This is an optimization exercise on Yosys and OpenROAD, whose aim is small area, not a production implementation.
In this exercise RTL edits were held to simulation tests only and were not proved equivalent to the original.
The flow treats the clock pin as an ideal source, which a real chip does not have.
Power is estimated from default activity; no workload was simulated.

== JK ==
==> module ps1_master, before the edit <==
module ps1_master (
    input  wire        clk,
    input  wire        rst,
    input  wire        wake,
    input  wire        line_in,
    output wire        adc_start,
    input  wire        adc_busy,
    input  wire [7:0]  adc_data,
    output wire        charge_en_o,
    output wire        retry_o,
    output wire [1:0]  status,
    output wire [2:0]  dec_state,
    output wire [15:0] edge_count,
    output wire        sleep
);
    localparam ST_OFF = 2'b00, ST_ACTIVITY = 2'b01, ST_SUCCESS = 2'b10, ST_ERROR = 2'b11;
    localparam D_IDLE = 3'd0, D_VERIFY = 3'd1, D_READING = 3'd2, D_TIMEOUT = 3'd3, D_ERROR = 3'd4;
    localparam M_SLEEP = 4'd0, M_SLEEP_SUCC = 4'd14, M_SLEEP_ERR = 4'd15, M_DECODE = 4'd8, M_START = 4'd1;
    localparam [10:0] OVF_INIT = 11'h7ff, OVF_LAST = 11'h22c;
    reg [2:0]  dec_st;
    reg [9:0]  edge_cnt;
    reg [1:0]  idle_cnt;
    reg [10:0] win;
    reg [10:0] ovf_q;
    reg        sync1, sync2, line_p;
    reg        thr_sel;
    reg        charge;
    reg [3:0]  m_st;
    wire [1:0] smp_z = idle_cnt;
    reg        smp_a;
    wire       smp_valid = (smp_z == 2'd3) && !smp_a;
    wire       keep      = (edge_cnt < 10'd232) && !win[10];
    wire d_idle   = (dec_st == D_IDLE);
    wire d_verify = dec_st[0] && !dec_st[1];
    wire d_read   = dec_st[1] && !dec_st[0];
    wire d_tmo    = dec_st[0] && dec_st[1];
    wire d_err    = dec_st[2];
    wire m_sleep  = (m_st == M_SLEEP) || (m_st[3] && m_st[1]);
    wire m_decode = m_st[3] && !m_st[1];
    wire m_done   = !m_st[3] && m_st[0] && m_st[1] && m_st[2];
    wire st_start = !m_st[3] && m_st[0] && !(m_st[1] && m_st[2]);
    wire st_wait  = !m_st[3] && !m_st[0] && (m_st[1] || m_st[2]);
    wire take     = st_wait && !adc_busy;
    wire [7:0]  add_lo  = st_start ? ~edge_cnt[7:0] : st_wait ? (adc_data & {8{~adc_busy}}) : 8'hff;
    wire [10:0] win_sum = win + {{3{~st_wait}}, add_lo} + st_start;
    wire [2:0]  z_sum   = {1'b0, smp_z} + {1'b0, adc_data[1:0]};
    reg [2:0]  n_dec_st;
    reg [9:0]  n_edge_cnt;
    reg [1:0]  n_idle_cnt;
    reg [10:0] n_win;
    reg        n_thr_sel, n_charge;
    reg [3:0]  n_m_st;
    reg        rst_cmd, line_s, fall, win_exp, ovf, idle_inc, b_idle, b_read;
    always @(*) begin
        n_dec_st   = dec_st;
        n_edge_cnt = edge_cnt;
        n_idle_cnt = idle_cnt;
        n_win      = win_sum;
        n_thr_sel  = thr_sel;
        n_charge   = charge;
        n_m_st     = m_st;
        rst_cmd    = 1'b0;
        idle_inc   = 1'b0;
        if (m_sleep) begin
            if (wake) begin
                n_m_st   = M_DECODE;
                rst_cmd  = 1'b1;
            end
        end else if (m_decode) begin
                if (d_err) begin
                    n_charge = 1'b0;
                    n_m_st   = M_SLEEP_ERR;
                end else if (d_tmo) begin
                    n_m_st     = M_START;
                    n_win      = thr_sel ? 11'd18 : 11'd9;
                    n_idle_cnt = 2'd0;
                end
        end else if (!m_done) begin   
            if (st_start || !adc_busy)
                n_m_st = m_st + 1'b1;
        end else begin   
                if (!smp_valid) begin
                    n_charge = 1'b0;
                    n_m_st   = M_SLEEP_ERR;
                end else if (keep) begin
                    n_charge  = 1'b1;
                    n_thr_sel = 1'b1;
                    n_m_st    = M_DECODE;
                    rst_cmd   = 1'b1;
                end else begin
                    n_charge  = 1'b0;
                    n_thr_sel = 1'b0;
                    n_m_st    = M_SLEEP_SUCC;
                end
        end
        line_s  = sync2;
        fall    = line_p && !line_s;
        win_exp = (dec_st[0] ^ dec_st[1]) && (win == 11'd1);
        ovf     = (ovf_q == OVF_LAST);
        if (rst_cmd) begin
            n_dec_st   = D_IDLE;
            n_edge_cnt = 10'd0;
            n_idle_cnt = 2'd0;
        end
        b_idle = rst_cmd || d_idle;
        b_read = !rst_cmd && d_read;
        if (fall && b_idle) begin
            if (win_exp) begin
                n_edge_cnt = 10'd0;
                n_win      = 11'd1048;
                n_dec_st   = D_READING;
            end else begin
                n_win    = 11'd8;
                n_dec_st = D_VERIFY;
            end
        end else if (b_read) begin
            if (fall)
                n_edge_cnt = edge_cnt + 1'b1;
            if (win_exp)
                n_dec_st = line_s ? D_TIMEOUT : D_ERROR;
        end else if (!rst_cmd && d_verify && win_exp) begin
            if (line_s)
                n_dec_st = D_IDLE;
            else begin
                n_edge_cnt = 10'd0;
                n_win      = 11'd1048;
                n_dec_st   = D_READING;
            end
        end
        if (ovf && (b_idle ? !fall : (!rst_cmd && d_verify && win_exp && line_s))) begin
            idle_inc = 1'b1;
            if (idle_cnt[1] && !rst_cmd)
                n_dec_st = D_ERROR;
        end
        if (idle_inc)
            n_idle_cnt = n_idle_cnt + 1'b1;
        if (take)
            n_idle_cnt = (adc_data[7:2] != 6'd0 || z_sum[2]) ? 2'd3 : z_sum[1:0];
    end
    always @(posedge clk) begin
        if (rst) begin
            dec_st   <= D_IDLE;
            edge_cnt <= 10'd0;
            idle_cnt <= 2'd0;
            ovf_q    <= OVF_INIT;
            sync1    <= 1'b1;
            sync2    <= 1'b1;
            line_p   <= 1'b1;
            thr_sel  <= 1'b0;
            charge   <= 1'b0;
            m_st     <= M_SLEEP;
        end else begin
            dec_st   <= n_dec_st;
            edge_cnt <= n_edge_cnt;
            idle_cnt <= n_idle_cnt;
            ovf_q    <= ovf ? OVF_INIT : {ovf_q[9:0], ovf_q[10] ^ ovf_q[8]};
            sync1    <= line_in;
            sync2    <= sync1;
            line_p   <= line_s;
            thr_sel  <= n_thr_sel;
            charge   <= n_charge;
            m_st     <= n_m_st;
        end
        win <= n_win;
        if (m_decode) begin
            smp_a <= 1'b1;
        end else if (take) begin
            smp_a <= smp_a && (adc_data == 8'hff);
        end
    end
    assign adc_start   = st_start;
    assign charge_en_o = charge;
    assign retry_o     = charge;
    assign status      = m_sleep ? {m_st[3], m_st[3] && m_st[0]} : ST_ACTIVITY;
    assign dec_state   = dec_st;
    assign edge_count  = {6'd0, edge_cnt};
    assign sleep       = m_sleep;
endmodule
export LEC_CHECK = 0
export CAP_MARGIN = 20
export CORE_MARGIN = 2
export CORE_UTILIZATION = 40
export CTS_BUF_LIST = sky130_fd_sc_hd__clkbuf_4
export GPL_TIMING_DRIVEN = 0
export SLEW_MARGIN = 20
create_clock -name core_clock -period 12.0 [get_ports {clk}]
standard.sh (not shown) runs the stock make flow with config.mk's settings and CLKGATE_MAP_FILE= SYNTH_SCRIPT=/design/flow/synth_recipe.tcl, a recipe that flattens the netlist after the stock synthesis.
==> flow/flow/run.sh <==
#!/bin/bash
# Layout flow: the standard flow (standard.sh) with these changes:
# - synthesis maps the logic with an area-oriented abc script (area.abc,
#   with a 60-second &deepsyn pass)
#   instead of ORFS's speed script, and leaves adders to abc instead of
#   mapping them to half/full-adder cells first; everything else in the
#   synthesis (flip-flop mapping, flattening, renaming) is the standard flow's own;
# - ports are buffered with sky130_fd_sc_hd__buf_1;
# - clock tree synthesis inserts no dummy loads, and a leaf clock buffer
#   that drives 10 or more flip-flops is then upsized (post_cts.tcl);
# - the constant outputs share synthesis's one tie cell (no tie fan-out
#   repair);
set -euo pipefail
HERE=$PWD
sed -e '/^source .*synth_preamble.tcl/a set abc_args [lreplace $abc_args 1 1 '"$HERE"'/flow/area.abc]' \
    "$FLOW_HOME/scripts/synth.tcl" > "$HERE/synth_area.tcl"
sed -e "s#source \$::env(SCRIPTS_DIR)/synth.tcl#source $HERE/synth_area.tcl#" \
    "$HERE/synth_recipe.tcl" > "$HERE/synth_recipe_area.tcl"
bash standard.sh SYNTH_SCRIPT="$HERE/synth_recipe_area.tcl" ADDER_MAP_FILE= \
    "BUFFER_PORTS_ARGS=-buffer_cell sky130_fd_sc_hd__buf_1" \
    "CTS_ARGS=-sink_clustering_enable -repair_clock_nets -buf_list sky130_fd_sc_hd__clkbuf_4 -dont_use_dummy_load" \
    POST_CTS_TCL="$HERE/flow/post_cts.tcl" SKIP_REPAIR_TIE_FANOUT=1 PRE_GLOBAL_PLACE_TCL="$HERE/flow/pre_gpl.tcl" \
    finish > standard.log 2>&1
==> flow/flow/area.abc <==
strash
&get -n
&fraig -x
&put
scorr
dc2
dretime
strash
&get -n
&deepsyn -T 60
&put
strash
&get -n
&dch -f
&nf -R 1000
&put
==> flow/flow/post_cts.tcl <==
# Runs at the end of the CTS step. A leaf clock buffer (clkbuf_4) that drives
# 10 or more flip-flops gives them too slow a clock edge; it is swapped for a
# clkbuf_8, and the placement is legalised again.
set upsized 0
foreach inst [get_cells clkbuf_*] {
  if {[get_property $inst ref_name] ne "sky130_fd_sc_hd__clkbuf_4"} { continue }
  set out [get_pins -of_objects $inst -filter "direction==output"]
  set n [llength [get_pins -of_objects [get_nets -of_objects $out] -filter "direction==input"]]
  if {$n >= 10} {
    replace_cell $inst sky130_fd_sc_hd__clkbuf_8
    puts "post_cts: [get_name $inst] drives $n sinks, now clkbuf_8"
    incr upsized
  }
}
if {$upsized > 0} {
  detailed_placement
  check_placement -verbose
}
==> flow/flow/pre_gpl.tcl <==
remove_buffers
### JK -> MS
diff --git a/flow/design.v b/flow/design.v
--- a/flow/design.v
+++ b/flow/design.v
@@ -120,5 +120,5 @@
     localparam ST_OFF = 2'b00, ST_ACTIVITY = 2'b01, ST_SUCCESS = 2'b10, ST_ERROR = 2'b11;
     localparam D_IDLE = 3'd0, D_VERIFY = 3'd1, D_READING = 3'd2, D_TIMEOUT = 3'd3, D_ERROR = 3'd4;
-    localparam M_SLEEP = 4'd0, M_SLEEP_SUCC = 4'd14, M_SLEEP_ERR = 4'd15, M_DECODE = 4'd8, M_START = 4'd1;
+    localparam M_SLEEP = 3'd0, M_DECODE = 3'd4, M_START = 3'd2, M_WAIT = 3'd3, M_DONE = 3'd1;
     localparam [10:0] OVF_INIT = 11'h7ff, OVF_LAST = 11'h22c;
     reg [2:0]  dec_st;
@@ -130,6 +130,7 @@
     reg        thr_sel;
     reg        charge;
-    reg [3:0]  m_st;
-    wire [1:0] smp_z = idle_cnt;
+    reg [1:0]  stat_m;
+    reg [2:0]  m_st;
+    reg  [1:0] smp_z;
     reg        smp_a;
     wire       smp_valid = (smp_z == 2'd3) && !smp_a;
@@ -140,9 +141,9 @@
     wire d_tmo    = dec_st[0] && dec_st[1];
     wire d_err    = dec_st[2];
-    wire m_sleep  = (m_st == M_SLEEP) || (m_st[3] && m_st[1]);
-    wire m_decode = m_st[3] && !m_st[1];
-    wire m_done   = !m_st[3] && m_st[0] && m_st[1] && m_st[2];
-    wire st_start = !m_st[3] && m_st[0] && !(m_st[1] && m_st[2]);
-    wire st_wait  = !m_st[3] && !m_st[0] && (m_st[1] || m_st[2]);
+    wire m_sleep  = (m_st == M_SLEEP);
+    wire m_decode = m_st[2];
+    wire m_done   = m_st[0] && !m_st[1];
+    wire st_start = m_st[1] && !m_st[0];
+    wire st_wait  = m_st[1] && m_st[0];
     wire take     = st_wait && !adc_busy;
     wire [7:0]  add_lo  = st_start ? ~edge_cnt[7:0] : st_wait ? (adc_data & {8{~adc_busy}}) : 8'hff;
@@ -154,5 +155,6 @@
     reg [10:0] n_win;
     reg        n_thr_sel, n_charge;
-    reg [3:0]  n_m_st;
+    reg [1:0]  n_stat_m;
+    reg [2:0]  n_m_st;
     reg        rst_cmd, line_s, fall, win_exp, ovf, idle_inc, b_idle, b_read;
     always @(*) begin
@@ -163,4 +165,5 @@
         n_thr_sel  = thr_sel;
         n_charge   = charge;
+        n_stat_m   = stat_m;
         n_m_st     = m_st;
         rst_cmd    = 1'b0;
@@ -169,4 +172,5 @@
             if (wake) begin
                 n_m_st   = M_DECODE;
+                n_stat_m = ST_ACTIVITY;
                 rst_cmd  = 1'b1;
             end
@@ -174,5 +178,6 @@
                 if (d_err) begin
                     n_charge = 1'b0;
-                    n_m_st   = M_SLEEP_ERR;
+                    n_stat_m = ST_ERROR;
+                    n_m_st   = M_SLEEP;
                 end else if (d_tmo) begin
                     n_m_st     = M_START;
@@ -180,14 +185,24 @@
                     n_idle_cnt = 2'd0;
                 end
-        end else if (!m_done) begin   
-            if (st_start || !adc_busy)
-                n_m_st = m_st + 1'b1;
+        end else if (st_start) begin
+            n_m_st = M_WAIT;
+        end else if (st_wait) begin
+            if (!adc_busy) begin
+                if (idle_cnt[1])
+                    n_m_st = M_DONE;
+                else begin
+                    n_m_st   = M_START;
+                    idle_inc = 1'b1;
+                end
+            end
         end else begin   
                 if (!smp_valid) begin
                     n_charge = 1'b0;
-                    n_m_st   = M_SLEEP_ERR;
+                    n_stat_m = ST_ERROR;
+                    n_m_st   = M_SLEEP;
                 end else if (keep) begin
                     n_charge  = 1'b1;
                     n_thr_sel = 1'b1;
+                    n_stat_m  = ST_ACTIVITY;
                     n_m_st    = M_DECODE;
                     rst_cmd   = 1'b1;
@@ -195,5 +210,6 @@
                     n_charge  = 1'b0;
                     n_thr_sel = 1'b0;
-                    n_m_st    = M_SLEEP_SUCC;
+                    n_stat_m  = ST_SUCCESS;
+                    n_m_st    = M_SLEEP;
                 end
         end
@@ -239,6 +255,4 @@
         if (idle_inc)
             n_idle_cnt = n_idle_cnt + 1'b1;
-        if (take)
-            n_idle_cnt = (adc_data[7:2] != 6'd0 || z_sum[2]) ? 2'd3 : z_sum[1:0];
     end
     always @(posedge clk) begin
@@ -253,4 +267,5 @@
             thr_sel  <= 1'b0;
             charge   <= 1'b0;
+            stat_m   <= ST_OFF;
             m_st     <= M_SLEEP;
         end else begin
@@ -264,10 +279,13 @@
             thr_sel  <= n_thr_sel;
             charge   <= n_charge;
+            stat_m   <= n_stat_m;
             m_st     <= n_m_st;
         end
         win <= n_win;
-        if (m_decode) begin
+        if (m_st == M_DECODE) begin
+            smp_z <= 2'd0;
             smp_a <= 1'b1;
         end else if (take) begin
+            smp_z <= (adc_data[7:2] != 6'd0 || z_sum[2]) ? 2'd3 : z_sum[1:0];
             smp_a <= smp_a && (adc_data == 8'hff);
         end
@@ -276,5 +294,5 @@
     assign charge_en_o = charge;
     assign retry_o     = charge;
-    assign status      = m_sleep ? {m_st[3], m_st[3] && m_st[0]} : ST_ACTIVITY;
+    assign status      = stat_m;
     assign dec_state   = dec_st;
     assign edge_count  = {6'd0, edge_cnt};
Results
Changes observed in MS relative to JK: power per standard cell area moved down, worst path setup slack after routing grew by 0.39 ns, post-detailed-route via-to-cell ratio went down 0.14. Summary of MS over JK: leakage power now smaller, weighted congestion reported at the end of routability-driven placement went down by 0.014. Comparing MS with JK, the initial core utilization came out essentially unchanged. Per the comparison of MS with JK, power has decreased, netlist area before placement shows an increase of 44 um2. Maximum single-stage delay on the critical path (MS over JK): increase, 0.13 ns. ~same proportion of final cell area spent on non-clock buffers in JK and MS. Via count: higher on MS. Measured against each other, JK and MS differ in utilization, the higher figure coming from MS.

## afterwards: timing with drivers on the ports
The results above use ideal ports. As a check the final layouts listed here were re-extracted and re-timed, cells and wires unchanged. Step 1: set_driving_cell puts a clkbuf_16 on clk and a buf_2 on each other input, an assumption about the parent block. Step 2 moves the port delays by t, midway between the first and last clock arrival at a register: inputs arrive t later, outputs are due t later. That takes back most of the time a late clock gives input paths. Three values: no drivers, after step 1, after step 2; two values: the first two.
run	shift t [ns]	slack for setup (ns)	worst register clock-pin slew, ns	pins driven straight from the clock port
JK	0.425	5.670 / 5.674 / 5.249	0.10 / 0.10	1
MS	0.426	6.061 / 6.067 / 5.641	0.10 / 0.10	1
After both steps setup and hold are still met in every run listed. The setup slack of JK, which loses most, moves by +0.004 ns with the drivers and by -0.421 ns with both steps.
